What follows belongs to an exercise in optimizing a design on an open flow for small area, a short achievable clock period and few clock cycles; a production flow would make more cautious choices. Function was checked by simulation only, so behaviour that the tests miss may differ from the original. Power is estimated from default activity; no workload was simulated.

v12:
==> flow/design.v (excerpt) <==
module fcs_stats (
    input             clk,
    input             rst,
    input             req_valid,
    output            req_ready,
    input      [63:0] req_word,
    input             push_valid,
    input      [15:0] push_count,
    output reg        resp_valid,
    output     [31:0] resp_res,
    output     [55:0] resp_str,
    output     [2:0]  resp_len,
    output     [2:0]  resp_fault
);
clock: 9.0 ns
lec_check: 0
abc_area: 1
cap_margin: 20
core_margin: 2
core_utilization: 45
cts_buf_list: sky130_fd_sc_hd__clkbuf_8
place_density: 0.65
setup_slack_margin: 1.0
slew_margin: 20
tns_end_percent: 10
run.sh (not shown) runs the stock make flow with config.mk's settings and CLKGATE_MAP_FILE= SYNTH_SCRIPT=/design/flow/synth_recipe.tcl, a recipe that flattens the netlist after the stock synthesis.
v12: all stages complete, timing, DRC and antenna checks passed
Testbench counts of v12, summed over its fixed seeds: cycles 20,287.
Edits applied to the flow inputs when going from v12 to v40:
# v12
export LEC_CHECK = 0
export ABC_AREA = 1
export CAP_MARGIN = 20
export CORE_MARGIN = 2
export CORE_UTILIZATION = 45
export CTS_BUF_LIST = sky130_fd_sc_hd__clkbuf_8
export PLACE_DENSITY = 0.65
export SETUP_SLACK_MARGIN = 1.0
export SLEW_MARGIN = 20
export TNS_END_PERCENT = 10
create_clock -name core_clock -period 9.0 [get_ports {clk}]
# v40
export LEC_CHECK = 0
export ABC_AREA = 1
export CAP_MARGIN = 20
export CORE_MARGIN = 2
export CORE_UTILIZATION = 65
export PLACE_DENSITY = 0.8
export SETUP_SLACK_MARGIN = 1.0
export SLEW_MARGIN = 20
create_clock -name core_clock -period 9.0 [get_ports {clk}]
Notes after the runs:
- Looking at the reports, v12 completed the entire flow and the layout it produced met the timing, design-rule and antenna checks.
- v40 completed end to end with timing, DRC and antenna clean.
- met2 wirelength from detailed routing, v12 and v40, higher one = v12.
- In the final reports, the cell area of v40 is larger than that of v12.
- Of v40 and v12, it is v40 that has the higher number of non-clock buffers.
- After detailed routing, v12 needs more wire than v40.
- v40 vs v12 — number of gates resized after CTS rose 22.
- v40 vs v12 — die height dropped by more than 10%
- v40 against v12: first-pass GRT wire length -about 4%, clock-buffer cell count went down 13, combinational power share was more or less identical, relative contribution of the clock network to total power up 0.7 points, area of the multi-input gates climbed about 2.4%.
The inputs of v20 differ from those of v40 as listed below.
# v40
export LEC_CHECK = 0
export ABC_AREA = 1
export CAP_MARGIN = 20
export CORE_MARGIN = 2
export CORE_UTILIZATION = 65
export PLACE_DENSITY = 0.8
export SETUP_SLACK_MARGIN = 1.0
export SLEW_MARGIN = 20
create_clock -name core_clock -period 9.0 [get_ports {clk}]
# v20
export LEC_CHECK = 0
export ABC_AREA = 1
export CAP_MARGIN = 20
export CORE_MARGIN = 2
export CORE_UTILIZATION = 55
export CTS_BUF_LIST = sky130_fd_sc_hd__clkbuf_8
export PLACE_DENSITY = 0.7
export SETUP_SLACK_MARGIN = 1.0
export SLEW_MARGIN = 20
export TNS_END_PERCENT = 10
create_clock -name core_clock -period 9.0 [get_ports {clk}]
Results
v20 vs v40, critical path start-end classification: register to output pin vs register to register
Clock network power consumption in v20 vs v40: down about 10%
A cell at the slowest stage of the critical path of edfxtp_1 is what v40 shows, while clkdlybuf4s50_1 belongs to v20.
The net count of the finished layout was comparable across v40 and v20.
The final reports for v20 and v40 show cell area lower in the former.
What v55 does differently from v20 at the input level:
# v20
export LEC_CHECK = 0
export ABC_AREA = 1
export CAP_MARGIN = 20
export CORE_MARGIN = 2
export CORE_UTILIZATION = 55
export CTS_BUF_LIST = sky130_fd_sc_hd__clkbuf_8
export PLACE_DENSITY = 0.7
export SETUP_SLACK_MARGIN = 1.0
export SLEW_MARGIN = 20
export TNS_END_PERCENT = 10
create_clock -name core_clock -period 9.0 [get_ports {clk}]
# v55
export LEC_CHECK = 0
export ABC_AREA = 1
export CAP_MARGIN = 20
export CORE_MARGIN = 2
export CORE_UTILIZATION = 45
export CTS_BUF_LIST = sky130_fd_sc_hd__clkbuf_8
export PLACE_DENSITY = 0.6
export SETUP_SLACK_MARGIN = 1.25
export SLEW_MARGIN = 20
create_clock -name core_clock -period 9.0 [get_ports {clk}]
Findings:
Setup TNS after final layout across v55 and v20: no real change. Final area went up by a few percent going from v20 to v55. On ratio of final minimum period to clock period: v55 sits below v20. On non-clock buffer count: between v55 and v20, it ends up higher for v55. Compared to v20, v55 shows a wider setup margin. A launch point of the worst path of sq_rem[1] is what v20 shows, while sq_root[1] belongs to v55.

---

Starting RTL as in the previous note.
clock: 9.0 ns
lec_check: 0
abc_area: 1
cap_margin: 20
core_margin: 2
core_utilization: 55
place_density: 0.7
setup_slack_margin: 1.0
slew_margin: 20
Testbench counts at the start, summed over its fixed seeds: cycles 20,287.
Rerun with:
- CORE_UTILIZATION: 55 -> 35
- CTS_BUF_LIST: not set -> sky130_fd_sc_hd__clkbuf_8
- PLACE_DENSITY: 0.7 -> 0.6
- TNS_END_PERCENT: not set -> 10
Outcome:
- The changed run completed with no timing, DRC or antenna violations
- die area came out higher by 56%
- total power came out higher by 1.2%
- utilization came out lower by 23 points
- non-clock buffer count came out higher by 32
- wire length came out higher by 7.9%
- clock skew came out higher by 0.035 ns
- final cell count came out higher by 9.4%
Rerun with:
- CORE_UTILIZATION: 35 -> 45
- PLACE_DENSITY: 0.6 -> 0.65
- TNS_END_PERCENT: 10 -> not set
What happened: Clock-buffer cell count rose by 3. Non-clock buffer count shrinks by 42. Power fell by 1.9%. Final area falls by 2.3%. Synthesized area does not change. Fmax increases by 2.2%.
Rerun with:
- CORE_UTILIZATION: 45 -> 55
- PLACE_DENSITY: 0.65 -> 0.7
=>
- count of clock-buffer cells in the layout is unchanged
- routed wire length decreases by 3.2%
- synthesized cell count is unchanged
- power decreases by 1.6%
- design area barely changes

---

S:
Starting RTL as in the previous note.
## fcs_stats
module fcs_stats (
    input             clk,
    input             rst,
    input             req_valid,
    output            req_ready,
    input      [63:0] req_word,
    input             push_valid,
    input      [15:0] push_count,
    output reg        resp_valid,
    output     [31:0] resp_res,
    output     [55:0] resp_str,
    output     [2:0]  resp_len,
    output     [2:0]  resp_fault
);
    localparam CAP = 8, SHORT = 4, W_HIGH = 4, T_UP = 100, T_DOWN = 80;
    localparam OP_RB_COPY      = 5'h0B;
    localparam OP_RB_SELECT    = 5'h0C;
    localparam OP_RB_STATS     = 5'h0D;
    localparam OP_RB_EXCURSION = 5'h0E;
    localparam OP_RB_DRIFT     = 5'h0F;
    localparam OP_RB_SHRINK    = 5'h10;
    localparam OP_SNAP_READ    = 5'h11;
    localparam OP_ISQRT        = 5'h12;
    localparam OP_FMT          = 5'h13;
    localparam F_NONE       = 3'd0;
    localparam F_ILLEGAL_OP = 3'd1;
    localparam F_BAD_WINDOW = 3'd5;
    localparam F_STATS_UNAV = 3'd6;
    localparam F_FMT_RANGE  = 3'd7;
    localparam SQ_RA = 6;
    localparam SQ_K  = 4;
    localparam SQ_N  = 2;
    localparam SQ_F  = 16 - SQ_RA - SQ_K * SQ_N;
    reg [15:0] rb [0:CAP-1];
    reg [2:0]  cursor;
    reg [3:0]  valid;
    wire [2:0] cursor_p = push_valid ? cursor + 3'd1 : cursor;
    wire [3:0] valid_p  = (push_valid && !valid[3]) ? valid + 4'd1 : valid;
    always @(posedge clk) begin
        if (push_valid)
            rb[cursor_p] <= push_count;
    end
    reg [2:0]  c_cursor;
    reg [3:0]  c_valid;
    reg        range_hi;
    reg        s_avail;
    reg [3:0]  s_window;
    reg [18:0] s_total;
    reg [17:0] s_newer;
    reg [17:0] s_short;
    reg [15:0] s_rlong;
    reg        busy;           
    reg        st1;            
    reg        fl_e, fl_d;     
    reg        dr_wait;        
    reg        s_exc, s_drift;
    reg        dv_run;         
    reg [2:0]  dv_cnt;
    reg        sq_run;
    reg [1:0]  sq_cnt;
    reg [2:0]  fault_r;
    reg [3:0]  small_r;
    reg        t_snap, t_exc, t_drift, t_sqrt;
    reg [3:0]  snap_sel;
    reg [2:0]  f_p, f_d;
    reg [23:0] x;              
    reg [16:0] sq_rem;
    reg [15:0] sq_root;
    assign req_ready = !busy;
  ...
clock: 9.0 ns
lec_check: 0
abc_area: 1
cap_margin: 20
core_margin: 2
core_utilization: 55
cts_buf_list: sky130_fd_sc_hd__clkbuf_8
place_density: 0.7
setup_slack_margin: 1.5
slew_margin: 20
tns_end_percent: 5
S has completed all stages; timing, DRC and antenna checks passed.
Testbench counts of S, summed over its fixed seeds: cycles 20,287.
Relative to S, the following input files were edited for R:
Settings: TNS_END_PERCENT: 5 -> unset; CTS_BUF_LIST: sky130_fd_sc_hd__clkbuf_8 -> sky130_fd_sc_hd__clkbuf_4; SETUP_SLACK_MARGIN: 1.5 -> 1.0.
==> comparison <==
Of R and S, it is R that has the lower number of vias per cell after detailed routing.
Delta (R minus S): total design power went down by 0.62%, first-pass GRT wire length level, wire length higher, number of fillers in the final layout increased 88, global-route usage saw little to no change.
Comparing S and R, worst setup slack after layout is higher on R.

## separate check: timing with driven ports
Ports are ideal in the flow. The routed layouts listed here were re-timed in OpenROAD. Step 1 (the two cells are an assumption about what drives the block):
set clk [get_ports {clk}]
set_driving_cell -lib_cell sky130_fd_sc_hd__clkbuf_16 $clk
set_driving_cell -lib_cell sky130_fd_sc_hd__buf_2 [delete_from_list [all_inputs] $clk]
Step 2 adds t to the input delays and takes it off the output delays; t is the mean of the earliest and latest rising clock arrival at the registers after step 1. Input paths then give back, and output paths get back, about the clock's delay inside the block. Three values: ideal ports, drivers, drivers and shift; two values: the first two.
run	shift t [ns]	setup WS [ns]	worst slew at a driven data input, ns
v12	0.764	1.127 / 1.063 / 0.748	0.10
v40	0.667	0.801 / 0.801 / 0.801	0.08
v20	0.771	1.155 / 1.095 / 0.844	0.09
v55	0.757	1.338 / 1.338 / 0.935	0.08
the first run of note 2	0.657	1.137 / 1.137 / 0.923	0.09
the second run of note 2	0.758	1.205 / 1.187 / 0.772	0.10
the third run of note 2	0.764	1.377 / 1.377 / 0.794	0.10
the fourth run of note 2	0.772	1.209 / 1.209 / 0.886	0.09
S	0.748	1.141 / 1.141 / 0.622	0.09
R	0.915	1.158 / 1.110 / 0.751	0.09
After both steps every run listed still meets setup and hold. The setup slack of the third run of note 2, which loses most, moves by 0.000 ns with the drivers and by -0.583 ns with both steps.
